Context: an optimization exercise on an open-source flow, tuned for small area, a short achievable clock period and few clock cycles per item. The choices shown serve that exercise and are no tape-out recipe.
Function was checked by simulation only, so behaviour that the tests miss may differ from the original.

### design/flow/run.sh
#!/bin/bash
# synth_recipe.tcl (not shown) runs the flow's synth.tcl, then flattens the netlist and writes it again
# the make line also repeats each setting of config.mk as NAME=value (left out here)
make -C /OpenROAD-flow-scripts/flow DESIGN_CONFIG=/design/flow/config.mk WORK_HOME=/design/flow/orfs CLKGATE_MAP_FILE= SYNTH_SCRIPT=/design/flow/synth_recipe.tcl finish
### design/flow/config.mk
export PLATFORM = sky130hd
export DESIGN_NAME = t32_wsc
export DESIGN_NICKNAME = t32_wsc
export VERILOG_FILES = /design/flow/design.v
export SDC_FILE = /design/flow/constraint.sdc
export NUM_CORES = 4
export LEC_CHECK = 0
export CAP_MARGIN = 20
export CORE_MARGIN = 2
export CORE_UTILIZATION = 35
export SLEW_MARGIN = 20
### design/flow/constraint.sdc
create_clock -name core_clock -period 16.5 [get_ports {clk}]
set_input_delay 3.3000 -clock core_clock [delete_from_list [all_inputs] [get_ports {clk}]]
set_output_delay 3.3000 -clock core_clock [all_outputs]
set_load 0.01 [all_outputs]
### design/flow/design.v
module t32_wsc (
    input  wire        clk,
    input  wire        rst,
    output wire        ready,
    output reg         done,
    input  wire        tick,
    input  wire [15:0] cap_p,
    input  wire [15:0] cap_v,
    output reg         sample_valid,
    output wire [15:0] sample,
    input  wire [1:0]  h_op,
    input  wire [13:0] h_addr,
    input  wire [31:0] h_wdata,
    output reg         h_err,
    output wire [31:0] h_rdata,
    output wire        t_en,
    output wire        t_we,
    output wire [13:0] t_addr,
    output wire [31:0] t_wdata,
    input  wire [31:0] t_rdata
);
    reg        ctrl_mute, ctrl_div2, ctrl_shape;
    reg [1:0]  ctrl_wlen;
    reg        divph;
    reg [31:0] pofs, vofs, fpitch, fvol;
    reg [31:0] phase;
    reg [29:0] amp;
    reg [31:0] step;
    reg [31:0] pctl;
    reg [15:0] vctl;
    reg [15:0] capp, capv;
    reg [15:0] sample_r;
    reg        s_inc;        
    wire [15:0] sample_v = sample_r + {15'd0, s_inc};
    assign sample = sample_v;
    function [66:0] bmac2;
        input [37:0] x;
        input [17:0] m;
        input [66:0] acc;
        integer i;
        reg [2:0]  g;
        reg [38:0] pp;
        reg [66:0] sum;
        reg [18:0] mb;
        begin
            mb  = {m, 1'b0};
            sum = acc + 67'h7ffaaaac000000000;
            for (i = 0; i < 9; i = i + 1) begin
                g = mb[2*i +: 3];
                case (g)
                    3'b001, 3'b010: pp = {x[37], x};
                    3'b011:         pp = {x, 1'b0};
                    3'b100:         pp = ~{x, 1'b0};
                    3'b101, 3'b110: pp = ~{x[37], x};
                    default:        pp = 39'd0;
                endcase
                sum = sum + ({28'd0, ~pp[38], pp[37:0]} << (2*i))
                          + ((g[2] && !(g[1] && g[0])) ? (67'd1 << (2*i)) : 67'd0);
            end
            bmac2 = sum;
        end
    endfunction
    function [51:0] bmac1;
        input [32:0] x;
        input [17:0] m;
        input [51:0] acc;
        integer i;
        reg [2:0]  g;
        reg [33:0] pp;
        reg [51:0] sum;
        reg [18:0] mb;
        begin
            mb  = {m, 1'b0};
            sum = acc + 52'hd555600000000;
            for (i = 0; i < 9; i = i + 1) begin
                g = mb[2*i +: 3];
                case (g)
                    3'b001, 3'b010: pp = {x[32], x};
                    3'b011:         pp = {x, 1'b0};
                    3'b100:         pp = ~{x, 1'b0};
                    3'b101, 3'b110: pp = ~{x[32], x};
                    default:        pp = 34'd0;
                endcase
                sum = sum + ({18'd0, ~pp[33], pp[32:0]} << (2*i))
                          + ((g[2] && !(g[1] && g[0])) ? (52'd1 << (2*i)) : 52'd0);
            end
            bmac1 = sum;
        end
    endfunction
    function [27:0] key_of;
        input [31:0] v;
        integer i;
        reg [4:0]  e;
        reg [31:0] n;
        begin
            e = 5'd0;
            for (i = 0; i < 32; i = i + 1)
                if (v[i]) e = i[4:0];
            n = v << (5'd31 - e);
            key_of = {e, n[30:8]};
        end
    endfunction
    function [31:0] smooth32;
        input [31:0] a;
        input [31:0] t;
        reg        lt;
        reg [42:0] sm;
        begin
            lt = (t[31] == a[31]) ? (t < a) : t[31];
            sm = {a[31], a, 10'd0} - {{11{a[31]}}, a} + {{11{t[31]}}, t}
               + (lt ? 43'd1023 : 43'd0);
            smooth32 = sm[41:10];
        end
    endfunction
    function [13:0] tgt_code;
        input [15:0] per;
        reg [16:0] per2;
        begin
            per2 = (per < 16'd1536) ? {per, 1'b0} : {1'b0, per};
            tgt_code = {per == 16'd0, per2 >= 17'd4096, per2[11:0] - 12'd2048};
        end
    endfunction
    function [31:0] filter_step;
        input [31:0] f;
        input [13:0] tc;
        begin
            if (tc[13])
                filter_step = f;
            else
                filter_step = smooth32(f, tc[12] ? 32'h7FFFFFFF : {tc[11:0], 20'd0});
        end
    endfunction
    localparam [3:0]
        SS_IDLE = 4'd0,
        SS_WM   = 4'd3,
        SS_A1   = 4'd4,  SS_A2 = 4'd5,
        SS_S0   = 4'd6,  SS_S1 = 4'd7,  SS_S2 = 4'd8,  SS_SM = 4'd9,
        SS_HW   = 4'd10, SS_HR0 = 4'd11, SS_HR1 = 4'd12;
    localparam [3:0]
        PR_DONE = 4'd0,
        PR_B1   = 4'd1,  PR_B2  = 4'd2,  PR_RS  = 4'd3,
        PR_P    = 4'd4,  PR_V   = 4'd5,  PR_VA  = 4'd6,
        PR_F0   = 4'd7,  PR_F1  = 4'd8,  PR_F1B = 4'd9,  PR_F2 = 4'd10;
    localparam [2:0]
        WF_NONE = 3'd0, WF_0 = 3'd1, WF_S0 = 3'd2, WF_1 = 3'd3, WF_D = 3'd4;
    reg [3:0] ss, pr;
    reg [2:0] wf;
    reg       b_ok;          
    reg       ph_ok;         
    reg       am_ok;         
    reg       fill_v;        
    wire nx_render = !ctrl_div2 || !divph;
    wire nx_play   = nx_render && !ctrl_mute;
    assign ready = (ss == SS_IDLE) && b_ok &&
                   (!nx_render || ((ctrl_mute || ph_ok) && (am_ok || pr == PR_VA)));
    reg [13:0] tg_p, tg_v;     
    wire signed [32:0] pdiff = $signed({fpitch[31], fpitch}) - $signed({pofs[31], pofs});
    wire [31:0] pctl_new = (pdiff < 33'sd1) ? 32'd1 : pdiff[31:0];
    wire signed [32:0] vdiff = $signed({fvol[31], fvol}) - $signed({vofs[31], vofs});
    wire signed [32:0] vq    = (vdiff + (vdiff[32] ? 33'sd1023 : 33'sd0)) >>> 10;
    wire [15:0] vctl_new = (vq < 33'sd1)     ? 16'd1 :
                           (vq > 33'sd65535) ? 16'hFFFF : vq[15:0];
    reg [27:0] pkey;       
    reg [27:0] vkey;       
    wire [10:0] pidx  = pkey[27:17];
    wire [10:0] pidx1 = (pidx == 11'd2047) ? pidx : pidx + 11'd1;
    wire [9:0]  vidx  = vkey[26:17];
    wire [9:0]  vidx1 = (vidx == 10'd1023) ? vidx : vidx + 10'd1;
    reg        pc_val;
    reg [10:0] pc_tag;
    reg [31:0] pc_a;
    reg [32:0] pc_bma;     
    reg        vc_val;
    reg [9:0]  vc_tag;
    reg [9:0]  vc_a;
    reg [10:0] vc_bma;     
    wire p_hit = pc_val && (pc_tag == pidx);
    wire v_hit = vc_val && (vc_tag == vidx);
    wire        [51:0] m1  = bmac1(pc_bma, {1'b0, pkey[16:0]},
                                   {3'b0, pc_a, 17'd0} + {3'b0, phase, 17'd0});
    wire signed [27:0] vmul = $signed({1'b0, vc_a, 17'd0})
                            + $signed({vc_bma, 8'd0}) * $signed({1'b0, vkey[16:8]});
    reg [31:0] phase_n;
    reg [29:0] amp_n;
    reg [26:0] vacc;
    wire [29:0] amp_tgt = {vacc, 3'b000};
    wire [40:0] amp_sm  = {1'b0, amp, 10'd0} - {11'd0, amp} + {11'd0, amp_tgt}
                        + ((amp_tgt < amp) ? 41'd1023 : 41'd0);
    wire [29:0] amp_upd = amp_sm[39:10];
    reg  [15:0] s0r;             
    reg  [16:0] dr;              
    reg  [15:0] yr;              
    wire [11:0] wmask = (ctrl_wlen == 2'd0) ? 12'h3FF :
                        (ctrl_wlen == 2'd1) ? 12'h7FF : 12'hFFF;
    reg signed [37:0] oa;
    reg signed [17:0] ob;
    reg signed [66:0] oc;
    wire signed [66:0] m2 = bmac2(oa, ob, oc);
    reg         [7:0] sj_r;      
    wire        shp_inc = m2[66] && (m2[7:0] != 8'd0);
    wire h_wr   = (h_op == 2'd1);
    wire h_rd   = (h_op == 2'd2);
    wire is_reg_rw  = (h_addr <= 14'h0007) && (h_addr != 14'h0001);
    wire is_reg_ro  = (h_addr == 14'h0001) || (h_addr >= 14'h0008 && h_addr <= 14'h000D);
    wire is_ptab    = (h_addr[13:11] == 3'b001);
    wire is_vtab    = (h_addr[13:10] == 4'b0100);
    wire is_stab    = (h_addr[13:8]  == 6'b010100);
    wire is_wtab    = (h_addr[13:12] == 2'b10);
    wire is_tab     = is_ptab | is_vtab | is_stab | is_wtab;
    reg [31:0] reg_rdata;
    always @(*) begin
        case (h_addr[3:0])
            4'h0: reg_rdata = {26'd0, ctrl_wlen, 1'b0, ctrl_shape, ctrl_div2, ctrl_mute};
            4'h1: reg_rdata = {30'd0, divph, ctrl_mute};
            4'h2: reg_rdata = pofs;
            4'h3: reg_rdata = vofs;
            4'h4: reg_rdata = fpitch;
            4'h5: reg_rdata = fvol;
            4'h6: reg_rdata = phase;
            4'h7: reg_rdata = {2'b00, amp};
            4'h8: reg_rdata = pctl;
            4'h9: reg_rdata = {16'd0, vctl};
            4'hA: reg_rdata = {16'd0, capp};
            4'hB: reg_rdata = {16'd0, capv};
            4'hC: reg_rdata = {{16{sample_v[15]}}, sample_v};
            4'hD: reg_rdata = step;
            default: reg_rdata = 32'd0;
        endcase
    end
    wire        hw_neg   = h_wdata[31];
    wire [31:0] hw_s16   = (hw_neg && h_wdata < 32'hFFFF8000) ? 32'hFFFF8000 :
                           (!hw_neg && h_wdata > 32'h00007FFF) ? 32'h00007FFF : h_wdata;
    wire [31:0] hw_vtab  = (h_wdata > 32'd1023) ? 32'd1023 : h_wdata;
    wire [31:0] hw_table = is_ptab ? h_wdata : is_vtab ? hw_vtab : hw_s16;
    reg [13:0] ha_r;       
    reg [31:0] hx;         
    reg        hx_rd;      
    assign h_rdata = hx & {32{hx_rd}};
    assign t_wdata = hx;
    reg [1:0]  hr_kind;    
    reg st_wm, st_s0, st_s1, st_a2, st_hw, st_hr0;
    reg ps_p, ps_v, ps_f0, ps_f1;
    reg  [11:0] w1a;             
    wire [11:0] idx_pn = phase_n[31:20] & wmask;
    wire [11:0] idx_ph = phase[31:20] & wmask;
    wire [11:0] w0i  = st_wm ? idx_ph : idx_pn;
    wire [11:0] w1n  = ((st_wm ? phase[31:20] : phase_n[31:20]) + 12'd1) & wmask;
    wire [7:0]  sj   = {~yr[15], yr[14:8]};
    wire        j_ok = (sj == sj_r);
    wire [7:0]  sj1  = (sj_r == 8'd255) ? sj_r : sj_r + 8'd1;
    wire        s0_rd = st_s0 || (st_a2 && ctrl_shape);
    wire s_mem   = s0_rd || st_s1 || st_hw || st_hr0;
    reg         wc_val;
    reg  [11:0] wc_idx;          
    reg  [11:0] wc_nxt;          
    reg  [15:0] wc_s1;           
    reg  [11:0] w0a;             
    wire w_req   = (wf == WF_NONE) && (st_wm || (ph_ok && nx_play));
    wire w_same  = wc_val && (st_wm ? (idx_ph == wc_idx) : (idx_pn == wc_idx));
    wire w_near  = wc_val && (st_wm ? (idx_ph == wc_nxt) : (idx_pn == wc_nxt));
    wire w0_go   = w_req && !w_same && !w_near && !s_mem;
    wire w1n_go  = w_req && w_near && !s_mem;
    wire w1w_go  = ((wf == WF_0) || (wf == WF_S0)) && !s_mem;
    wire w1_go   = w1w_go || w1n_go;
    wire f_a     = (ps_f0 || (ps_p && !(p_hit && v_hit)) || (ps_v && !v_hit)) &&
                   !s_mem && !w0_go && !w1_go;
    wire fv_now  = ps_p ? p_hit : ps_v ? 1'b1 : fill_v;
    wire f_b     = ps_f1 && !s_mem && !w0_go && !w1_go;
    wire [13:0] ta =
          ({14{s0_rd}}            & {6'b010100, sj_r})
        | ({14{st_s1}}            & {6'b010100, sj1})
        | ({14{st_hw | st_hr0}}   & ha_r)
        | ({14{w1n_go}}           & {2'b10, w1n})
        | ({14{w1w_go}}           & {2'b10, w1a})
        | ({14{w0_go}}            & {2'b10, w0i})
        | ({14{f_a}}              & (fv_now ? {4'b0100, vidx} : {3'b001, pidx}))
        | ({14{f_b}}              & (fill_v ? {4'b0100, vidx1} : {3'b001, pidx1}));
    assign t_addr = ta;
    assign t_en   = s_mem || w0_go || w1_go || f_a || f_b;
    assign t_we   = st_hw;
    wire acc_tick = ready && tick;
    wire acc_host = ready && !tick && (h_op != 2'd0);
    reg [3:0] ss_nx;
    always @(*) begin
        ss_nx = ss;
        case (ss)
            SS_IDLE: begin
                if (acc_tick) begin
                    if (nx_play) ss_nx = SS_WM;
                end else if (acc_host && is_tab) begin
                    if (h_wr) ss_nx = SS_HW;
                    if (h_rd) ss_nx = SS_HR0;
                end
            end
            SS_HW:   ss_nx = SS_IDLE;
            SS_HR0:  ss_nx = SS_HR1;
            SS_HR1:  ss_nx = SS_IDLE;
            SS_WM:   if (wf == WF_D) ss_nx = SS_A1;
            SS_A1:   ss_nx = SS_A2;
            SS_A2:   ss_nx = ctrl_shape ? SS_S1 : SS_IDLE;
            SS_S0:   ss_nx = SS_S1;
            SS_S1:   ss_nx = SS_S2;
            SS_S2:   ss_nx = j_ok ? SS_SM : SS_S0;
            default: ss_nx = SS_IDLE;
        endcase
    end
    wire [3:0] pr_start = !nx_render ? PR_DONE : ctrl_mute ? PR_V : PR_P;
    reg [3:0] pr_nx;
    always @(*) begin
        pr_nx = pr;
        if (acc_tick)
            pr_nx = PR_B1;
        else if (acc_host)
            pr_nx = PR_RS;
        else begin
            case (pr)
                PR_B1:   pr_nx = PR_B2;
                PR_B2:   pr_nx = pr_start;
                PR_RS:   if (ss == SS_IDLE) pr_nx = pr_start;
                PR_P:    pr_nx = (p_hit && v_hit) ? PR_VA : f_a ? PR_F1 : PR_F0;
                PR_V:    pr_nx = v_hit ? PR_VA : f_a ? PR_F1 : PR_F0;
                PR_VA:   pr_nx = PR_DONE;
                PR_F0:   if (f_a) pr_nx = PR_F1;
                PR_F1:   pr_nx = f_b ? PR_F2 : PR_F1B;
                PR_F1B:  if (f_b) pr_nx = PR_F2;
                PR_F2:   pr_nx = fill_v ? PR_V : PR_P;
                default: ;
            endcase
        end
    end
    always @(posedge clk) begin
        if (rst) begin
            ctrl_mute    <= 1'b1;
            ctrl_div2    <= 1'b0;
            ctrl_shape   <= 1'b0;
            ctrl_wlen    <= 2'd0;
            divph        <= 1'b0;
            pofs         <= 32'd0;
            vofs         <= 32'd0;
            fpitch       <= 32'd0;
            fvol         <= 32'd0;
            phase        <= 32'd0;
            amp          <= 30'd0;
            step         <= 32'd0;
            pctl         <= 32'd1;
            vctl         <= 16'd1;
            capp         <= 16'd0;
            capv         <= 16'd0;
            sample_r     <= 16'd0;
            s_inc        <= 1'b0;
            pkey         <= 28'd0;
            vkey         <= 28'd0;
            pc_val       <= 1'b0;
            vc_val       <= 1'b0;
            ss           <= SS_IDLE;
            st_wm        <= 1'b0;
            st_s0        <= 1'b0;
            st_s1        <= 1'b0;
            st_a2        <= 1'b0;
            st_hw        <= 1'b0;
            st_hr0       <= 1'b0;
            ps_p         <= 1'b0;
            ps_v         <= 1'b0;
            ps_f0        <= 1'b0;
            ps_f1        <= 1'b0;
            pr           <= PR_RS;
            wf           <= WF_NONE;
            wc_val       <= 1'b0;
            b_ok         <= 1'b1;
            ph_ok        <= 1'b0;
            am_ok        <= 1'b0;
            done         <= 1'b0;
            sample_valid <= 1'b0;
            h_err        <= 1'b0;
            hx_rd        <= 1'b0;
        end else begin
            done         <= 1'b0;
            sample_valid <= 1'b0;
            ss     <= ss_nx;
            st_wm  <= (ss_nx == SS_WM);
            st_s0  <= (ss_nx == SS_S0);
            st_s1  <= (ss_nx == SS_S1);
            st_a2  <= (ss_nx == SS_A2);
            st_hw  <= (ss_nx == SS_HW);
            st_hr0 <= (ss_nx == SS_HR0);
            ps_p   <= (pr_nx == PR_P);
            ps_v   <= (pr_nx == PR_V);
            ps_f0  <= (pr_nx == PR_F0);
            ps_f1  <= (pr_nx == PR_F1) || (pr_nx == PR_F1B);
            if ((ss == SS_IDLE) || ((ss == SS_WM) && (wf != WF_D))) begin
                oa <= {18'd0, (ss == SS_IDLE) ? phase_n[19:0] : phase[19:0]};
                ob <= (wf == WF_1) ? {t_rdata[15], t_rdata[15], t_rdata[15:0]} - {s0r[15], s0r[15], s0r}
                                   : {dr[16], dr};
                oc <= {{31{s0r[15]}}, s0r, 20'd0};
            end else if (ss == SS_WM) begin
                oa <= {m2[36], m2[36:0]};
                ob <= {5'd0, amp[29:17]};
                oc <= m2[36] ? 67'h1FFFFFFFF : 67'd0;
            end else if (ss == SS_A1) begin
                ob   <= {1'b0, amp[16:0]};
                oc   <= {m2[49:0], oa[37] ? 17'h1FFFF : 17'h0};
                sj_r <= {~m2[48], m2[47:41]};
            end else if (ss == SS_A2) begin
                oa <= {30'd0, m2[57:50]};
            end else if (ss == SS_S1) begin
                oc <= {{43{t_rdata[15]}}, t_rdata[15:0], 8'd0};
            end else if (ss == SS_S2) begin
                ob <= {t_rdata[15], t_rdata[15], t_rdata[15:0]} - {oc[23], oc[23], oc[23:8]};
                if (!j_ok) sj_r <= sj;
            end
            case (ss)
            SS_IDLE: begin
                if (acc_tick) begin
                    capp   <= cap_p;
                    capv   <= cap_v;
                    tg_p   <= tgt_code(cap_p - capp);
                    tg_v   <= tgt_code(cap_v - capv);
                    divph  <= ctrl_div2 ? !divph : 1'b0;
                    if (nx_render) begin
                        amp <= (pr == PR_VA) ? amp_upd : amp_n;
                        if (!ctrl_mute) begin
                            phase <= phase_n;
                            step  <= phase_n - phase;
                        end else begin
                            sample_r     <= 16'd0;
                            s_inc        <= 1'b0;
                            done         <= 1'b1;
                            sample_valid <= 1'b1;
                        end
                    end else begin
                        done <= 1'b1;
                    end
                end else if (acc_host) begin
                    h_err   <= 1'b0;
                    hx_rd   <= 1'b0;
                    ha_r    <= h_addr;
                    hx      <= hw_table;
                    hr_kind <= is_ptab ? 2'd0 : is_vtab ? 2'd1 : 2'd2;
                    if (h_wr && h_addr == 14'h0000) begin
                        if (h_wdata[5:4] == 2'd3) begin
                            h_err <= 1'b1;
                        end else begin
                            ctrl_mute  <= h_wdata[0];
                            ctrl_div2  <= h_wdata[1];
                            ctrl_shape <= h_wdata[2];
                            ctrl_wlen  <= h_wdata[5:4];
                        end
                        done <= 1'b1;
                    end else if (h_wr && is_reg_rw) begin
                        case (h_addr[2:0])
                            3'd2: pofs   <= h_wdata;
                            3'd3: vofs   <= h_wdata;
                            3'd4: fpitch <= h_wdata;
                            3'd5: fvol   <= h_wdata;
                            3'd6: phase  <= h_wdata;
                            3'd7: amp    <= (h_wdata > 32'h3FF00000) ? 30'h3FF00000 : h_wdata[29:0];
                            default: ;
                        endcase
                        done <= 1'b1;
                    end else if (h_rd && (is_reg_rw || is_reg_ro)) begin
                        hx      <= reg_rdata;
                        hx_rd   <= 1'b1;
                        done    <= 1'b1;
                    end else if (h_wr && is_tab) begin
                        if (is_ptab) pc_val <= 1'b0;
                        if (is_vtab) vc_val <= 1'b0;
                    end else if (h_rd && is_tab) begin
                    end else begin
                        h_err <= 1'b1;
                        done  <= 1'b1;
                    end
                end
            end
            SS_HW: begin
                done <= 1'b1;
            end
            SS_HR0: begin
            end
            SS_HR1: begin
                case (hr_kind)
                    2'd0:    hx <= t_rdata;
                    2'd1:    hx <= {22'd0, t_rdata[9:0]};
                    default: hx <= {{16{t_rdata[15]}}, t_rdata[15:0]};
                endcase
                hx_rd <= 1'b1;
                done <= 1'b1;
            end
            SS_WM: begin
            end
            SS_A1: begin
            end
            SS_A2: begin
                if (ctrl_shape) begin
                    yr <= m2[65:50];
                end else begin
                    sample_r     <= m2[65:50];
                    s_inc        <= 1'b0;
                    done         <= 1'b1;
                    sample_valid <= 1'b1;
                end
            end
            SS_S0: begin
            end
            SS_S1: begin
            end
            SS_S2: begin
            end
            SS_SM: begin
                sample_r     <= m2[23:8];
                s_inc        <= shp_inc;
                done         <= 1'b1;
                sample_valid <= 1'b1;
            end
            default: ;
            endcase
            if (acc_host) begin
                wf     <= WF_NONE;
                wc_val <= 1'b0;
            end else begin
                case (wf)
                WF_NONE: begin
                    if (w_req && w_same) begin
                        wf  <= WF_D;
                    end else if (w1n_go) begin
                        s0r <= wc_s1;
                        w0a <= w0i;
                        wf  <= WF_1;
                    end else if (w0_go) begin
                        w1a <= w1n;
                        w0a <= w0i;
                        wf  <= WF_0;
                    end
                end
                WF_0: begin
                    s0r <= t_rdata[15:0];
                    wf  <= w1_go ? WF_1 : WF_S0;
                end
                WF_S0: begin
                    if (w1_go) wf <= WF_1;
                end
                WF_1: begin
                    dr     <= {t_rdata[15], t_rdata[15:0]} - {s0r[15], s0r};
                    wc_s1  <= t_rdata[15:0];
                    wc_idx <= w0a;
                    wc_nxt <= (w0a + 12'd1) & wmask;
                    wc_val <= 1'b1;
                    wf     <= WF_D;
                end
                WF_D: begin
                    if (ss == SS_WM) wf <= WF_NONE;
                end
                default: wf <= WF_NONE;
                endcase
            end
            pr     <= pr_nx;
            if (acc_tick) begin
                b_ok  <= 1'b0;
                ph_ok <= 1'b0;
                am_ok <= 1'b0;
            end else if (acc_host) begin
                ph_ok <= 1'b0;
                am_ok <= 1'b0;
            end else begin
                case (pr)
                PR_B1: begin
                    fpitch <= filter_step(fpitch, tg_p);
                    fvol   <= filter_step(fvol,   tg_v);
                end
                PR_B2: begin
                    pctl <= pctl_new;
                    vctl <= vctl_new;
                    pkey <= key_of(pctl_new);
                    vkey <= key_of({16'd0, vctl_new});
                    b_ok <= 1'b1;
                end
                PR_RS: begin
                end
                PR_P: begin
                    if (p_hit) begin
                        phase_n <= m1[48:17];
                        ph_ok   <= 1'b1;
                        if (v_hit) begin
                            vacc <= vmul[26:0];
                        end else begin
                            fill_v <= 1'b1;
                            vc_val <= 1'b0;
                        end
                    end else begin
                        fill_v <= 1'b0;
                        pc_val <= 1'b0;
                    end
                end
                PR_V: begin
                    if (v_hit) begin
                        vacc <= vmul[26:0];
                    end else begin
                        fill_v <= 1'b1;
                        vc_val <= 1'b0;
                    end
                end
                PR_VA: begin
                    amp_n <= amp_upd;
                    am_ok <= 1'b1;
                end
                PR_F0: begin
                end
                PR_F1: begin
                    if (fill_v) vc_a <= t_rdata[9:0];
                    else        pc_a <= t_rdata;
                end
                PR_F1B: begin
                end
                PR_F2: begin
                    if (fill_v) begin
                        vc_bma <= {1'b0, t_rdata[9:0]} - {1'b0, vc_a};
                        vc_tag <= vidx;
                        vc_val <= 1'b1;
                    end else begin
                        pc_bma <= {1'b0, t_rdata} - {1'b0, pc_a};
                        pc_tag <= pidx;
                        pc_val <= 1'b1;
                    end
                end
                default: ;
                endcase
            end
        end
    end
endmodule
==> metrics.md, run 1 <==
| Metric | Value |
|---|---|
| CP dominant cell by count | `fa_1` |
| Area contributors post-synth | `fa_1, edfxtp_1, ha_1, dfxtp_1, xor2_1` |
| Worst-path clk slew | `about 0.060 ns` |
| Die area | `roughly 300000 um^2` |
| CTS Root Cell | `clkbuf_16` |
| Most numerous cell in the Yosys netlist | `inv_1` |
| Clock latency on the worst-skew pair | `0.83 ns` |
| Largest net degree at the start of global routing | `73` |
| Crit-path max FO | `52` |
| Die H | `544 um` |
| Number of max-cap violations | `0` |
| Cts repair resizes | `0` |
| Post-layout minimum cycle time | `10.09 ns` |
| Post-synth EDFFs | `between 400 and 500` |
| Gr usage total | `a little over a quarter` |
| Syn Inst Count | `12000` |
| Fin nets | `13500` |
| CTS tree | `yes` |
| Period utilization | `61.2%` |
| Avg Cell Area, Syn | `8.51 um^2` |
| HP Start | `pctl[30]` |
| DR vias | `90700` |
| Reg2Reg Launch Point | `ob[3]` |
| Finished Core Util | `38.7%` |
| Vias/cell | `5.74` |
| First-pass GRT wire length | `600000 um` |
| Routability Congestion | `1.01` |
| Port bufs | `214` |
| Worst Hold Path Cells | `2` |
| Fin cells | `15800` |
| Synth area leader | `fa_1` |
| Hold/Removal Path Class | `register to register` |
| Gr ovfl total | `0` |
| I/O pin count | `215` |
| CP max stage delay | `0.62 ns` |
| Synthesized flop and latch total | `896` |
| R2R cell count | `28` |
| Post-placement cell area | `109000 um^2` |
| Drt initial violations | `10600` |
| Synth Flop Type | `edfxtp_1` |
| Max Fclk | `around 99 MHz` |
| Design Area, Final | `about 110000 um^2` |
| Die Width | `544 um` |
| Htree depth | `3` |
| RSZ-0062 raised after global routing | `no` |
| Mapped Nets | `13700` |
| Pre-antenna DRT Iters | `9` |
| Vias in the first global route | `85900` |
| Synth cell count leaders | `inv_1, nor2_1, nand2_1` |
| Max clock buf depth | `3` |
| Initial antenna violation count | `28` |
| Status | `timing/DRC/antenna clean` |
| Fill cells | `29700` |
| Layout area overhead | `10.1%` |
| Final hold slack | `0.460 ns` |
| Worst slew pin tran | `1.25 ns` |
| Share of layout cells above drive strength 1 | `6.37%` |
| Max-slew headroom | `between 10% and 20%` |
| Crit-path slowest cell | `buf_4` |
| Area share of the largest cell type after synthesis | `between 10% and 20%` |
| Final setup fails | `0` |
| Setup WS post-layout | `approximately 6.4 ns` |
| # DRC | `0` |
| Arr. time, crit path | `10.62 ns` |
| Place WS | `6.28 ns` |
| Worst setup SP type | `register` |
| Hold_buf cts | `0` |
| Slew Viols, Final | `0` |
| TritonCTS buffer count | `106` |
| Final hold vios | `0` |
| Area of the core | `290000 um^2` |
| CP startpoint | `ob[3]` |
| Setup_tns | `0 ns` |
| Critical Path RT | `17.03 ns` |
| Post-DP HPWL | `315000 um` |
| WS Path Type | `register to register` |
| Multi-input gate area | `between 70000 and 80000 um^2` |
| Synth Cell Area | `just over 100000 um^2` |
| Storage cell area | `roughly 23000 um^2` |
| Post-synthesis sequential area ratio | `22.4%` |
| Total length of routed wires | `a little over 400000 um` |
| Post-DRT Antenna Nets | `0` |
| Routed len/inst | `around 26 um` |
| Dpl cells | `15600` |
| Initial Util | `35.1%` |
| Core Rows | `198` |
| Post-CTS Setup Bufs | `0` |
| Worst clock skew | `approximately 0.054 ns` |
| YS warnings | `1` |
| CTS sink cnt | `896` |
| Netlist cell types | `between 100 and 150` |
| Crit end category | `register` |
| Synth async-reset ratio | `0%` |
==> sequential cells by signal, summed over array words and instances, names as in the netlist, 17 cells and up <==
signal   count
ob          18
pc_a        32
fvol        32
vacc        19
vofs        32
pctl        32
oa          37
dr          17
step        32
pofs        32
oc          60
phase       32
phase_n     32
hx          32
pkey        28
vkey        19
amp_n       30
amp         30
pc_bma      33
fpitch      32
==> routing by layer <==
layer | track usage [%] | vias up | wire length, um | part of all wire [%]
li1 | - | 41100 | - | -
met1 | 34.5 | 44100 | 160000 | 39
met2 | 41.6 | 4443 | 180000 | 44
met3 | 5.18 | 1001 | 36200 | 8.8
met4 | 20.8 | 18 | 35000 | 8.5
met5 | 0 | - | 114 | 0.028
==> cell families after synthesis <==
| group | share of synthesized area [%] |
|---|---|
| adders and majority gates | 25.0 |
| AOI/OAI and AO/OA | 20.3 |
| DFF | 22.4 |
| and+or+nand+nor | 13.7 |
| xor gates and xnor gates | 8.93 |
| buffers and inverters | 8.10 |
| muxes | 1.55 |
==> critical path: cells and delay by family (launching register included) <==
| family | cells | cell delay (ns) |
|---|---|---|
| AOI/OAI and AO/OA | 16 | 5.04 |
| buffers and inverters | 2 | 1.01 |
| and+or+nand+nor | 2 | 0.62 |
| adders and majority gates | 7 | 2.69 |
| xor gates and xnor gates | 1 | 0.13 |
| DFF | 1 | 0.32 |
==> cells in the final DEF, fill, tap and decap left out, drive strengths merged, types with 81 or more instances in the layout <==
cell              n
a211oi          177
a21o            157
a21oi           627
a221oi          214
a22oi           426
and2            177
buf             329
clkbuf          138
clkdlybuf4s50   211
dfxtp           403
edfxtp          493
fa              774
ha              803
inv            1342
mux2i           104
nand2           934
nand3           161
nand4            81
nor2           1065
nor2b            92
nor3            190
o21ai           699
xnor2           391
xor2            646
==> layout make-up <==
cell class | instances | area share (%)
flip-flops and latches | 896 | 20.4
well taps | 3900 | 4.34
clock buffers | 138 | 2.63
clock inverters | 64 | 0.564
multi-input cells | 8900 | 63.5
diodes | 24 | 0.0535
repair buffers | 540 | 4.08
inverters | 1331 | 4.45
==> path summary, 6_finish.rpt <==
| check | to | slack [ns] |
|---|---|---|
| max | oa[3] | 6.41 |
| min | pctl[30] | 0.46 |
| max reg2reg | oa[3] | 6.41 |
| min reg2reg | pctl[30] | 0.46 |
Testbench counts, summed over its fixed seeds: cycles 27,767, ticks 5,120.
==> run 2: changes to the inputs <==
--- a/design/flow/design.v
+++ b/design/flow/design.v
@@ -34,27 +34,33 @@
     wire [15:0] sample_v = sample_r + {15'd0, s_inc};
     assign sample = sample_v;
+    function [26:0] benc;
+        input [17:0] m;
+        integer i;
+        reg [2:0]  g;
+        reg [18:0] mb;
+        begin
+            mb = {m, 1'b0};
+            for (i = 0; i < 9; i = i + 1) begin
+                g = mb[2*i +: 3];
+                benc[3*i]   = g[0] ^ g[1];
+                benc[3*i+1] = (g == 3'b011) || (g == 3'b100);
+                benc[3*i+2] = g[2] && !(g[1] && g[0]);
+            end
+        end
+    endfunction
     function [66:0] bmac2;
         input [37:0] x;
-        input [17:0] m;
+        input [26:0] e;
         input [66:0] acc;
         integer i;
-        reg [2:0]  g;
         reg [38:0] pp;
         reg [66:0] sum;
-        reg [18:0] mb;
         begin
-            mb  = {m, 1'b0};
             sum = acc + 67'h7ffaaaac000000000;
             for (i = 0; i < 9; i = i + 1) begin
-                g = mb[2*i +: 3];
-                case (g)
-                    3'b001, 3'b010: pp = {x[37], x};
-                    3'b011:         pp = {x, 1'b0};
-                    3'b100:         pp = ~{x, 1'b0};
-                    3'b101, 3'b110: pp = ~{x[37], x};
-                    default:        pp = 39'd0;
-                endcase
+                pp = e[3*i] ? {x[37], x} : e[3*i+1] ? {x, 1'b0} : 39'd0;
+                if (e[3*i+2]) pp = ~pp;
                 sum = sum + ({28'd0, ~pp[38], pp[37:0]} << (2*i))
-                          + ((g[2] && !(g[1] && g[0])) ? (67'd1 << (2*i)) : 67'd0);
+                          + (e[3*i+2] ? (67'd1 << (2*i)) : 67'd0);
             end
             bmac2 = sum;
@@ -63,25 +69,16 @@
     function [51:0] bmac1;
         input [32:0] x;
-        input [17:0] m;
+        input [26:0] e;          
         input [51:0] acc;
         integer i;
-        reg [2:0]  g;
         reg [33:0] pp;
         reg [51:0] sum;
-        reg [18:0] mb;
         begin
-            mb  = {m, 1'b0};
             sum = acc + 52'hd555600000000;
             for (i = 0; i < 9; i = i + 1) begin
-                g = mb[2*i +: 3];
-                case (g)
-                    3'b001, 3'b010: pp = {x[32], x};
-                    3'b011:         pp = {x, 1'b0};
-                    3'b100:         pp = ~{x, 1'b0};
-                    3'b101, 3'b110: pp = ~{x[32], x};
-                    default:        pp = 34'd0;
-                endcase
+                pp = e[3*i] ? {x[32], x} : e[3*i+1] ? {x, 1'b0} : 34'd0;
+                if (e[3*i+2]) pp = ~pp;
                 sum = sum + ({18'd0, ~pp[33], pp[32:0]} << (2*i))
-                          + ((g[2] && !(g[1] && g[0])) ? (52'd1 << (2*i)) : 52'd0);
+                          + (e[3*i+2] ? (52'd1 << (2*i)) : 52'd0);
             end
             bmac1 = sum;
@@ -118,15 +115,25 @@
         begin
             per2 = (per < 16'd1536) ? {per, 1'b0} : {1'b0, per};
-            tgt_code = {per == 16'd0, per2 >= 17'd4096, per2[11:0] - 12'd2048};
+            tgt_code = {per == 16'd0, per2 >= 17'd4096, per2[11:0] ^ 12'h800};
+        end
+    endfunction
+    function tgt_lt;
+        input [13:0] tc;
+        input [31:0] f;
+        begin
+            tgt_lt = !tc[12] && (($signed(tc[11:0]) < $signed(f[31:20])) ||
+                                 ((tc[11:0] == f[31:20]) && (f[19:0] != 20'd0)));
         end
     endfunction
     function [31:0] filter_step;
         input [31:0] f;
-        input [13:0] tc;
+        input [14:0] tc;         
+        reg [31:0] t;
+        reg [42:0] sm;
         begin
-            if (tc[13])
-                filter_step = f;
-            else
-                filter_step = smooth32(f, tc[12] ? 32'h7FFFFFFF : {tc[11:0], 20'd0});
+            t  = tc[12] ? 32'h7FFFFFFF : {tc[11:0], 20'd0};
+            sm = {f[31], f, 10'd0} - {{11{f[31]}}, f} + {{11{t[31]}}, t}
+               + (tc[14] ? 43'd1023 : 43'd0);
+            filter_step = tc[13] ? f : sm[41:10];
         end
     endfunction
@@ -154,5 +161,7 @@
     assign ready = (ss == SS_IDLE) && b_ok &&
                    (!nx_render || ((ctrl_mute || ph_ok) && (am_ok || pr == PR_VA)));
-    reg [13:0] tg_p, tg_v;     
+    reg [14:0] tg_p, tg_v;     
+    wire [13:0] tc_p = tgt_code(cap_p - capp);
+    wire [13:0] tc_v = tgt_code(cap_v - capv);
     wire signed [32:0] pdiff = $signed({fpitch[31], fpitch}) - $signed({pofs[31], pofs});
     wire [31:0] pctl_new = (pdiff < 33'sd1) ? 32'd1 : pdiff[31:0];
@@ -161,7 +170,9 @@
     wire [15:0] vctl_new = (vq < 33'sd1)     ? 16'd1 :
                            (vq > 33'sd65535) ? 16'hFFFF : vq[15:0];
-    reg [27:0] pkey;       
+    reg [10:0] pkey;       
+    reg [26:0] pfe;        
     reg [27:0] vkey;       
-    wire [10:0] pidx  = pkey[27:17];
+    wire [10:0] pidx  = pkey;
+    wire [27:0] pkey_new = key_of(pctl_new);
     wire [10:0] pidx1 = (pidx == 11'd2047) ? pidx : pidx + 11'd1;
     wire [9:0]  vidx  = vkey[26:17];
@@ -177,6 +188,6 @@
     wire p_hit = pc_val && (pc_tag == pidx);
     wire v_hit = vc_val && (vc_tag == vidx);
-    wire        [51:0] m1  = bmac1(pc_bma, {1'b0, pkey[16:0]},
-                                   {3'b0, pc_a, 17'd0} + {3'b0, phase, 17'd0});
+    reg         [32:0] apb;        
+    wire        [51:0] m1  = bmac1(pc_bma, pfe, {2'b0, apb, 17'd0});
     wire signed [27:0] vmul = $signed({1'b0, vc_a, 17'd0})
                             + $signed({vc_bma, 8'd0}) * $signed({1'b0, vkey[16:8]});
@@ -194,7 +205,7 @@
                         (ctrl_wlen == 2'd1) ? 12'h7FF : 12'hFFF;
     reg signed [37:0] oa;
-    reg signed [17:0] ob;
+    reg        [26:0] obe;       
     reg signed [66:0] oc;
-    wire signed [66:0] m2 = bmac2(oa, ob, oc);
+    wire signed [66:0] m2 = bmac2(oa, obe, oc);
     reg         [7:0] sj_r;      
     wire        shp_inc = m2[66] && (m2[7:0] != 8'd0);
@@ -241,5 +252,4 @@
     reg st_wm, st_s0, st_s1, st_a2, st_hw, st_hr0;
     reg ps_p, ps_v, ps_f0, ps_f1;
-    reg  [11:0] w1a;             
     wire [11:0] idx_pn = phase_n[31:20] & wmask;
     wire [11:0] idx_ph = phase[31:20] & wmask;
@@ -255,5 +265,4 @@
     reg  [11:0] wc_nxt;          
     reg  [15:0] wc_s1;           
-    reg  [11:0] w0a;             
     wire w_req   = (wf == WF_NONE) && (st_wm || (ph_ok && nx_play));
     wire w_same  = wc_val && (st_wm ? (idx_ph == wc_idx) : (idx_pn == wc_idx));
@@ -272,5 +281,5 @@
         | ({14{st_hw | st_hr0}}   & ha_r)
         | ({14{w1n_go}}           & {2'b10, w1n})
-        | ({14{w1w_go}}           & {2'b10, w1a})
+        | ({14{w1w_go}}           & {2'b10, wc_nxt})
         | ({14{w0_go}}            & {2'b10, w0i})
         | ({14{f_a}}              & (fv_now ? {4'b0100, vidx} : {3'b001, pidx}))
@@ -349,5 +358,6 @@
             sample_r     <= 16'd0;
             s_inc        <= 1'b0;
-            pkey         <= 28'd0;
+            pkey         <= 11'd0;
+            pfe          <= 27'd0;
             vkey         <= 28'd0;
             pc_val       <= 1'b0;
@@ -377,4 +387,5 @@
             done         <= 1'b0;
             sample_valid <= 1'b0;
+            apb <= {1'b0, pc_a} + {1'b0, phase};
             ss     <= ss_nx;
             st_wm  <= (ss_nx == SS_WM);
@@ -390,13 +401,13 @@
             if ((ss == SS_IDLE) || ((ss == SS_WM) && (wf != WF_D))) begin
                 oa <= {18'd0, (ss == SS_IDLE) ? phase_n[19:0] : phase[19:0]};
-                ob <= (wf == WF_1) ? {t_rdata[15], t_rdata[15], t_rdata[15:0]} - {s0r[15], s0r[15], s0r}
-                                   : {dr[16], dr};
+                obe <= benc((wf == WF_1) ? {t_rdata[15], t_rdata[15], t_rdata[15:0]} - {s0r[15], s0r[15], s0r}
+                                         : {dr[16], dr});
                 oc <= {{31{s0r[15]}}, s0r, 20'd0};
             end else if (ss == SS_WM) begin
                 oa <= {m2[36], m2[36:0]};
-                ob <= {5'd0, amp[29:17]};
+                obe <= benc({5'd0, amp[29:17]});
                 oc <= m2[36] ? 67'h1FFFFFFFF : 67'd0;
             end else if (ss == SS_A1) begin
-                ob   <= {1'b0, amp[16:0]};
+                obe  <= benc({1'b0, amp[16:0]});
                 oc   <= {m2[49:0], oa[37] ? 17'h1FFFF : 17'h0};
                 sj_r <= {~m2[48], m2[47:41]};
@@ -406,5 +417,5 @@
                 oc <= {{43{t_rdata[15]}}, t_rdata[15:0], 8'd0};
             end else if (ss == SS_S2) begin
-                ob <= {t_rdata[15], t_rdata[15], t_rdata[15:0]} - {oc[23], oc[23], oc[23:8]};
+                obe <= benc({t_rdata[15], t_rdata[15], t_rdata[15:0]} - {oc[23], oc[23], oc[23:8]});
                 if (!j_ok) sj_r <= sj;
             end
@@ -414,6 +425,6 @@
                     capp   <= cap_p;
                     capv   <= cap_v;
-                    tg_p   <= tgt_code(cap_p - capp);
-                    tg_v   <= tgt_code(cap_v - capv);
+                    tg_p   <= {tgt_lt(tc_p, fpitch), tc_p};
+                    tg_v   <= {tgt_lt(tc_v, fvol), tc_v};
                     divph  <= ctrl_div2 ? !divph : 1'b0;
                     if (nx_render) begin
@@ -523,11 +534,14 @@
                         wf  <= WF_D;
                     end else if (w1n_go) begin
-                        s0r <= wc_s1;
-                        w0a <= w0i;
-                        wf  <= WF_1;
+                        s0r    <= wc_s1;
+                        wc_idx <= w0i;
+                        wc_nxt <= w1n;
+                        wc_val <= 1'b0;
+                        wf     <= WF_1;
                     end else if (w0_go) begin
-                        w1a <= w1n;
-                        w0a <= w0i;
-                        wf  <= WF_0;
+                        wc_idx <= w0i;
+                        wc_nxt <= w1n;
+                        wc_val <= 1'b0;
+                        wf     <= WF_0;
                     end
                 end
@@ -542,6 +556,4 @@
                     dr     <= {t_rdata[15], t_rdata[15:0]} - {s0r[15], s0r};
                     wc_s1  <= t_rdata[15:0];
-                    wc_idx <= w0a;
-                    wc_nxt <= (w0a + 12'd1) & wmask;
                     wc_val <= 1'b1;
                     wf     <= WF_D;
@@ -570,5 +582,6 @@
                     pctl <= pctl_new;
                     vctl <= vctl_new;
-                    pkey <= key_of(pctl_new);
+                    pkey <= pkey_new[27:17];
+                    pfe  <= benc({1'b0, pkey_new[16:0]});
                     vkey <= key_of({16'd0, vctl_new});
                     b_ok <= 1'b1;
--- a/design/flow/config.mk
+++ b/design/flow/config.mk
@@ -8,4 +8,5 @@
 export CAP_MARGIN = 20
 export CORE_MARGIN = 2
-export CORE_UTILIZATION = 35
+export CORE_UTILIZATION = 60
+export PLACE_DENSITY = 0.7
 export SLEW_MARGIN = 20
==> run 2 against run 1 <==
Still clean. Non-clock buffer count is 51 lower. Via count is 2.9% higher. Global-route usage is 20 points higher. Synthesized area is 0.78% lower. Cell count is 13% lower. Routed wire length is 0.54% higher. First-iteration DRC count is 28% higher. Count of clock-buffer cells in the layout is 8 lower. Sequential share of layout area is 1.2 points higher. Synthesized cell count is 3.2% lower. Worst hold slack worse by 0.020 ns.
==> metrics.md, run 2 <==
| Metric | Value |
|---|---|
| Worst reg2reg setup slack | `between 6 and 7 ns` |
| TritonCTS buffer count | `roughly 110` |
| Slew Viols, Final | `0` |
| RSZ-0062 raised after global routing | `no` |
| Most numerous cell in the Yosys netlist | `inv_1` |
| Final hold vios | `0` |
| Vias in the first global route | `89700` |
| Routability Congestion | `about 1.1` |
| Post-synth EDFFs | `512` |
| Fin nets | `13200` |
| YS warnings | `1` |
| Worst clock skew | `0.0580 ns` |
| Syn Inst Count | `11600` |
| Crit-path max FO | `13` |
| Max-slew headroom | `12.4%` |
| Drt initial violations | `between 10000 and 15000` |
| R2R cell count | `28` |
| Crit end category | `primary output` |
| Die Width | `slightly above 400 um` |
| Layout area overhead | `8.23%` |
| Worst setup SP type | `register` |
| Htree depth | `3` |
| Most frequent cells in the layout | `inv_1, nand2_1, ha_1, xnor2_1, fa_1` |
| Synth Cell Area | `101000 um^2` |
| HP Start | `vctl[9]` |
| Critical Path RT | `13.20 ns` |
| Synthesized flop and latch total | `924` |
| Vias/cell | `~6.8` |
| Most flops, register | `oc` |
| Synth area leader | `edfxtp_1` |
| Status | `timing/DRC/antenna clean` |
| Area share of the largest cell type after synthesis | `15.2%` |
| Post-layout minimum cycle time | `10.13 ns` |
| Number of max-cap violations | `0` |
| Hold Path Sink | `vctl[9]` |
| Worst Hold Path Cells | `2` |
| Area of the core | `167000 um^2` |
| Worst slew pin tran | `approximately 1.3 ns` |
| Hold/Removal Path Class | `register to register` |
| Mapped Nets | `roughly 13000` |
| Clock latency on the worst-skew pair | `0.80 ns` |
| Initial antenna violation count | `24` |
| Gr usage total | `47.1%` |
| Met2 Usage GRT | `69.5%` |
| Final hold slack | `~0.44 ns` |
| Netlist cell types | `110` |
| Max clock buf depth | `3` |
| Largest registers | `oc x60, oa x37, pc_bma x33` |
| Total length of routed wires | `around 410000 um` |
| Port bufs | `214` |
| Arr. time, crit path | `between 6 and 7 ns` |
| Grt met3 use | `14.7%` |
| Synth async-reset ratio | `0%` |
| CTS tree | `yes` |
| Core Rows | `150` |
| Pre-antenna DRT Iters | `13` |
| Fill cells | `13900` |
| Worst-path clk slew | `approximately 0.070 ns` |
| Critical R2R Capture | `oc[11]` |
| GRT busiest layer | `met2` |
| Most common cell after layout, fill and taps aside | `inv_1` |
| First-pass GRT wire length | `601000 um` |
| Area contributors post-synth | `edfxtp_1, fa_1, ha_1, dfxtp_1, xnor2_1` |
| Period utilization | `61.4%` |
| Multi-input gate area | `70000 um^2` |
| CTS Root Cell | `clkbuf_16` |
| Avg Cell Area, Syn | `8.72 um^2` |
| Final setup fails | `0` |
| Max Fclk | `98.7 MHz` |
| Share of layout cells above drive strength 1 | `5.83%` |
| WS Path Type | `register to primary output` |
| Setup_tns | `0 ns` |
| Post-CTS Setup Bufs | `0` |
| CTS sink cnt | `924` |
| Max reg flops | `60` |
| I/O pin count | `between 200 and 250` |
| Hold_buf cts | `0` |
| Die H | `415 um` |
| CP startpoint | `st_wm` |
| Reg2Reg Launch Point | `obe[15]` |
| GR Util met1 | `56.4%` |
| Synth Flop Type | `edfxtp_1` |
| Initial Util | `60.4%` |
| DR vias | `between 90000 and 100k` |
| # DRC | `0` |
| Post-DRT Antenna Nets | `0` |
| Routed len/inst | `about 30 um` |
| Gr ovfl total | `0` |
| Synth cell count leaders | `inv_1, nand2_1, ha_1` |
| Largest net degree at the start of global routing | `96` |
| Post-synthesis sequential area ratio | `23.3%` |
| Cts repair resizes | `0` |
| Post-DP HPWL | `314000 um` |
| Die area | `between 150000 and 200000 um^2` |
| Storage cell area | `about 24000 um^2` |
## run 2: cell types whose count changed in the layout (fill, tap and decap cells not counted), sizes merged, moves of 81 or more
cell,previous run,this run
xnor2,391,778
xor2,646,269
nor2,1065,704
a22oi,426,646
o21ai,699,560
a221oi,214,92
a211oi,177,91
nand2,934,1015
## run 2: cell families after synthesis
family / count (synthesis) / share of synthesized area, %
DFF: 924 / 23.3
xor gates and xnor gates: 1047 / 9.06
and+or+nand+nor: 2830 / 13.0
buffers and inverters: 2074 / 7.73
AOI/OAI and AO/OA: 2927 / 19.5
muxes: 190 / 1.95
adders and majority gates: 1607 / 25.4
## run 2: area by class of cell
class                      count  share of cell area [%]
antenna                       22                  0.0503
tap                         2204                    2.52
inverter                    1345                    4.61
clock inverter                71                   0.771
timing repair buffer         489                    3.85
clock buffer                 130                    2.66
sequential                   924                    21.6
multi-input combinational   8601                    64.0
## run 2: worst max path at each step
| stage | endpoint |
|---|---|
| 6_report | t_addr[2] |
| 4_1_cts | t_addr[2] |
| 3_5_place_dp | tg_p[14] |
| 3_3_place_gp | tg_p[14] |
| 2_1_floorplan | oc[10] |
| 5_1_grt | t_addr[2] |
## run 2: per-layer routing
layer / wire, um / vias up
li1: - / 40000
met1: 143000 / 44700
met2: 174000 / 6788
met3: 53600 / 1799
met4: 43400 / 16
met5: 87 / -
## run 2: worst max-delay path, stage by stage (launching register included)
cell	delay (ns)
dfxtp_1	0.88
mux2i_1	0.79
xnor2_1	0.17
nor4_1	0.35
nand4_1	0.14
or4_1	0.64
nor3_2	0.18
nor2_1	0.12
nand3_1	0.23
nor2_1	0.13
and2_1	0.25
a21oi_1	0.17
a21oi_1	0.11
a2111oi_0	0.94
o211ai_1	0.32
clkdlybuf4s50_1	0.60
## run 2: through the flow
stage / setup slack [ns] / area (um^2) / utilization, % / instances
after floorplan: 7.91 / 101000 / - / 11600
after global placement: 7.15 / 106000 / 63.1 / 13600
final: 6.37 / 110000 / 65.4 / 13800
after global routing: 6.23 / 109000 / 65.4 / 13800
after CTS: 6.53 / 109000 / 65.4 / 13800
after detailed placement: 7.18 / 106000 / 63.1 / 13600
Testbench counts of run 2, summed over its fixed seeds: cycles 27,767, ticks 5,120.
==> run 3: changes to the inputs <==
--- a/design/flow/design.v
+++ b/design/flow/design.v
@@ -252,11 +252,9 @@
     reg st_wm, st_s0, st_s1, st_a2, st_hw, st_hr0;
     reg ps_p, ps_v, ps_f0, ps_f1;
-    wire [11:0] idx_pn = phase_n[31:20] & wmask;
-    wire [11:0] idx_ph = phase[31:20] & wmask;
-    wire [11:0] w0i  = st_wm ? idx_ph : idx_pn;
-    wire [11:0] w1n  = ((st_wm ? phase[31:20] : phase_n[31:20]) + 12'd1) & wmask;
+    wire [11:0] w0i  = phase_n[31:20] & wmask;
+    wire [11:0] w1n  = (phase_n[31:20] + 12'd1) & wmask;
     wire [7:0]  sj   = {~yr[15], yr[14:8]};
     wire        j_ok = (sj == sj_r);
-    wire [7:0]  sj1  = (sj_r == 8'd255) ? sj_r : sj_r + 8'd1;
+    reg  [7:0]  sj1;             
     wire        s0_rd = st_s0 || (st_a2 && ctrl_shape);
     wire s_mem   = s0_rd || st_s1 || st_hw || st_hr0;
@@ -266,11 +264,13 @@
     reg  [15:0] wc_s1;           
     wire w_req   = (wf == WF_NONE) && (st_wm || (ph_ok && nx_play));
-    wire w_same  = wc_val && (st_wm ? (idx_ph == wc_idx) : (idx_pn == wc_idx));
-    wire w_near  = wc_val && (st_wm ? (idx_ph == wc_nxt) : (idx_pn == wc_nxt));
+    reg  [11:0] wc_nx2;          
+    wire w_same  = wc_val && (w0i == wc_idx);
+    wire w_near  = wc_val && (w0i == wc_nxt);
     wire w0_go   = w_req && !w_same && !w_near && !s_mem;
     wire w1n_go  = w_req && w_near && !s_mem;
     wire w1w_go  = ((wf == WF_0) || (wf == WF_S0)) && !s_mem;
     wire w1_go   = w1w_go || w1n_go;
-    wire f_a     = (ps_f0 || (ps_p && !(p_hit && v_hit)) || (ps_v && !v_hit)) &&
+    wire p_go    = !(st_wm && (wf == WF_NONE));
+    wire f_a     = (ps_f0 || (ps_p && p_go && !(p_hit && v_hit)) || (ps_v && !v_hit)) &&
                    !s_mem && !w0_go && !w1_go;
     wire fv_now  = ps_p ? p_hit : ps_v ? 1'b1 : fill_v;
@@ -280,5 +280,5 @@
         | ({14{st_s1}}            & {6'b010100, sj1})
         | ({14{st_hw | st_hr0}}   & ha_r)
-        | ({14{w1n_go}}           & {2'b10, w1n})
+        | ({14{w1n_go}}           & {2'b10, wc_nx2})
         | ({14{w1w_go}}           & {2'b10, wc_nxt})
         | ({14{w0_go}}            & {2'b10, w0i})
@@ -327,5 +327,5 @@
                 PR_B2:   pr_nx = pr_start;
                 PR_RS:   if (ss == SS_IDLE) pr_nx = pr_start;
-                PR_P:    pr_nx = (p_hit && v_hit) ? PR_VA : f_a ? PR_F1 : PR_F0;
+                PR_P:    pr_nx = !p_go ? PR_P : (p_hit && v_hit) ? PR_VA : f_a ? PR_F1 : PR_F0;
                 PR_V:    pr_nx = v_hit ? PR_VA : f_a ? PR_F1 : PR_F0;
                 PR_VA:   pr_nx = PR_DONE;
@@ -412,4 +412,5 @@
                 oc   <= {m2[49:0], oa[37] ? 17'h1FFFF : 17'h0};
                 sj_r <= {~m2[48], m2[47:41]};
+                sj1  <= ({~m2[48], m2[47:41]} == 8'd255) ? 8'd255 : {~m2[48], m2[47:41]} + 8'd1;
             end else if (ss == SS_A2) begin
                 oa <= {30'd0, m2[57:50]};
@@ -418,5 +419,8 @@
             end else if (ss == SS_S2) begin
                 obe <= benc({t_rdata[15], t_rdata[15], t_rdata[15:0]} - {oc[23], oc[23], oc[23:8]});
-                if (!j_ok) sj_r <= sj;
+                if (!j_ok) begin
+                    sj_r <= sj;
+                    sj1  <= (sj == 8'd255) ? 8'd255 : sj + 8'd1;
+                end
             end
             case (ss)
@@ -535,6 +539,7 @@
                     end else if (w1n_go) begin
                         s0r    <= wc_s1;
-                        wc_idx <= w0i;
-                        wc_nxt <= w1n;
+                        wc_idx <= wc_nxt;
+                        wc_nxt <= wc_nx2;
+                        wc_nx2 <= (wc_nx2 + 12'd1) & wmask;
                         wc_val <= 1'b0;
                         wf     <= WF_1;
@@ -542,4 +547,5 @@
                         wc_idx <= w0i;
                         wc_nxt <= w1n;
+                        wc_nx2 <= (w1n + 12'd1) & wmask;
                         wc_val <= 1'b0;
                         wf     <= WF_0;
@@ -589,5 +595,5 @@
                 PR_RS: begin
                 end
-                PR_P: begin
+                PR_P: if (p_go) begin
                     if (p_hit) begin
                         phase_n <= m1[48:17];
==> run 3 against run 2 <==
Flip-flop and latch count grew 20. Register-to-register slack lost 0.16 ns. Die area grew 1.6%. Global-route usage grew 0.27 points. Clock skew shrank 0.0085 ns. Design area grew 1.5%. Synthesized cell count grew 1.8%. Non-clock buffer count grew 10. Synthesized area grew 1.6%.
==> metrics.md, run 3 <==
| Metric | Value |
|---|---|
| Status | `timing/DRC/antenna clean` |
| Gr usage total | `between 40% and 50%` |
| Gr ovfl total | `0` |
| Post-CTS Setup Bufs | `0` |
| Port bufs | `214` |
| Worst reg2reg setup slack | `6.78 ns` |
| Synthesized flop and latch total | `between 900 and 1000` |
| Syn Inst Count | `11800` |
| Family with the most delay on the worst path | `compound AO/OA/AOI/OAI gates` |
| Synth Cell Area | `103000 um^2` |
| Fin nets | `13400` |
| Finished Core Util | `around 65%` |
| WS Path Type | `register to register` |
| CP dominant cell by count | `fa_1` |
| Post-layout minimum cycle time | `between 9 and 10 ns` |
| Sum of buffers and inverters on the critical path | `2` |
| Vias/cell | `slightly below 7` |
| RSZ-0062 raised after global routing | `no` |
| Post-placement cell area | `around 110000 um^2` |
| Number of max-cap violations | `0` |
| Max Fclk | `103 MHz` |
| Final setup fails | `0` |
| Post-DRT Antenna Nets | `0` |
| Vias in the first global route | `91900` |
| Clock latency on the worst-skew pair | `0.82 ns` |
| Hold/Removal Path Class | `register to register` |
| DR vias | `94900` |
| Most flops, register | `oc` |
| I/O pin count | `215` |
| Slew Viols, Final | `0` |
| First-pass GRT wire length | `612000 um` |
| Pre-antenna DRT Iters | `17` |
| Crit-path max FO | `27` |
| Htree depth | `3` |
| Initial Util | `60.5%` |
| Final hold slack | `0.459 ns` |
| Synth cell count leaders | `inv_1, nand2_1, ha_1` |
| Largest net degree at the start of global routing | `85` |
| Cts repair resizes | `0` |
| Hold_buf cts | `0` |
| Post-synth EDFFs | `about 530` |
| Worst setup SP type | `register` |
| Setup_tns | `0 ns` |
| Design Area, Final | `111000 um^2` |
| Drt initial violations | `14300` |
| CTS tree | `yes` |
| Die Width | `~420 um` |
| Area share of the largest cell type after synthesis | `15.5%` |
| Area of the core | `about 170000 um^2` |
| Fin cells | `14000` |
| Place WS | `7.23 ns` |
| Synth Flop Type | `edfxtp_1` |
| R2R cell count | `25` |
| Routed len/inst | `roughly 30 um` |
| Arr. time, crit path | `10.41 ns` |
| Synth async-reset ratio | `0%` |
| Avg Cell Area, Syn | `8.70 um^2` |
| Routability Congestion | `1.09` |
| Area contributors post-synth | `edfxtp_1, fa_1, ha_1, dfxtp_1, xnor2_1` |
| Most numerous cell in the Yosys netlist | `inv_1` |
| Final hold vios | `0` |
| Die H | `418 um` |
| Max clock buf depth | `3` |
| Crit-path slowest cell | `edfxtp_1` |
| Worst slew pin tran | `1.31 ns` |
| Total length of routed wires | `420000 um` |
| Max reg flops | `60` |
| CP max stage delay | `1.03 ns` |
| Worst path depth | `25` |
| Layout area overhead | `8.15%` |
| Crit end category | `register` |
| Post-synthesis sequential area ratio | `a little under a quarter` |
| Setup WS post-layout | `6.78 ns` |
| Mapped Nets | `about 14000` |
| Worst Hold Path Cells | `2` |
| YS warnings | `1` |
| Largest registers | `oc x60, oa x37, pc_bma x33` |
| Most common cell after layout, fill and taps aside | `inv_1` |
| Dpl cells | `13800` |
| Synth area leader | `edfxtp_1` |
| Post-DP HPWL | `~320000 um` |
| Initial antenna violation count | `40` |
| Die area | `175000 um^2` |
| CTS Root Cell | `clkbuf_16` |
| # DRC | `0` |
| Most frequent cells in the layout | `inv_1, nand2_1, ha_1, xnor2_1, fa_1` |
| Period utilization | `58.9%` |
| Core Rows | `151` |
| Max-slew headroom | `11.8%` |
| Netlist cell types | `between 100 and 150` |
| Worst-path clk slew | `around 0.070 ns` |
| TritonCTS buffer count | `about 110` |
| CTS sink cnt | `944` |
| Worst clock skew | `0.0495 ns` |
| Share of layout cells above drive strength 1 | `6.16%` |
| Critical Path RT | `between 15 and 20 ns` |
run 3: cell types whose count changed after synthesis, moves of 23 or more:
cell      previous run  this run
xor2_1             269       301
a22o_1              59        32
clkbuf_1           603       642
and2_1             143       171
nand2_1           1014      1128
o221ai_1            41        18
run 3: cell type report:
| type | count | area [um^2] |
|---|---|---|
| Inverter | 1352 | 5080 |
| Timing Repair Buffer | 499 | 4280 |
| Tap cell | 2218 | 2780 |
| Clock inverter | 58 | 687 |
| Clock buffer | 146 | 3130 |
| Multi-Input combinational cell | 8744 | 70900 |
| Sequential cell | 944 | 24200 |
| Antenna cell | 33 | 82.6 |
| Fill cell | 13900 | 58700 |
run 3: path summary, 6_finish.rpt:
check / start / end
worst max-delay path: obe[11] / s_inc
worst min register to register: pctl[15] / pctl[15]
worst min-delay path: pctl[15] / pctl[15]
worst max register to register: obe[11] / s_inc
run 3: logic make-up (layout without fill, tap and decap cells):
group	count (synthesis)	count (layout)	synth area share, %
simple gates	2947	2947	13.4
compound gates	2877	2877	18.7
buf+inv	2122	2055	7.82
fa+ha+maj	1609	1609	25.0
xor+xnor	1088	1088	9.27
flops	944	944	23.6
mux	223	223	2.26
other cells	0	33	0
run 3: metal layers:
metal	track usage (%)	part of all wire, %	wire length [um]
met1	57.6	35	145000
met2	70.4	42	178000
met3	13.2	13	54200
met4	38.2	10	42300
met5	0	0.028	116
run 3: tightest hold or removal path, stage by stage (launching register included):
cell and delay [ns]:
dfxtp_1 0.31, nand2_1 0.05, a21oi_1 0.05
Testbench counts of run 3, summed over its fixed seeds: cycles 27,767, ticks 5,120.

==> re-timing with driven ports <==
Ports are ideal in the flow. The routed layouts listed here were re-timed in OpenROAD. Step 1 sets driving cells, clkbuf_16 on the clock port and buf_2 on the other inputs (assumed; they add their load-dependent delay and slew). Step 2 times the ports against the registers' clock, not the clock port: input delays grow and output delays shrink by t, the midpoint of the rising clock arrivals with the driver on. a / b / c = ideal ports / drivers / drivers and shift; a / b = the first two.
| run | t (ns) | setup WS [ns] | worst setup path at the end | worst register clock-pin slew, ns |
|---|---|---|---|---|
| run 1 | 0.896 | 6.407 / 6.407 / 6.407 | register to register | 0.09 / 0.09 |
| run 2 | 0.851 | 6.373 / 6.292 / 6.945 | register to register | 0.07 / 0.07 |
| run 3 | 0.887 | 6.782 / 6.782 / 6.782 | register to register | 0.07 / 0.07 |
After both steps setup and hold are still met in every run listed.
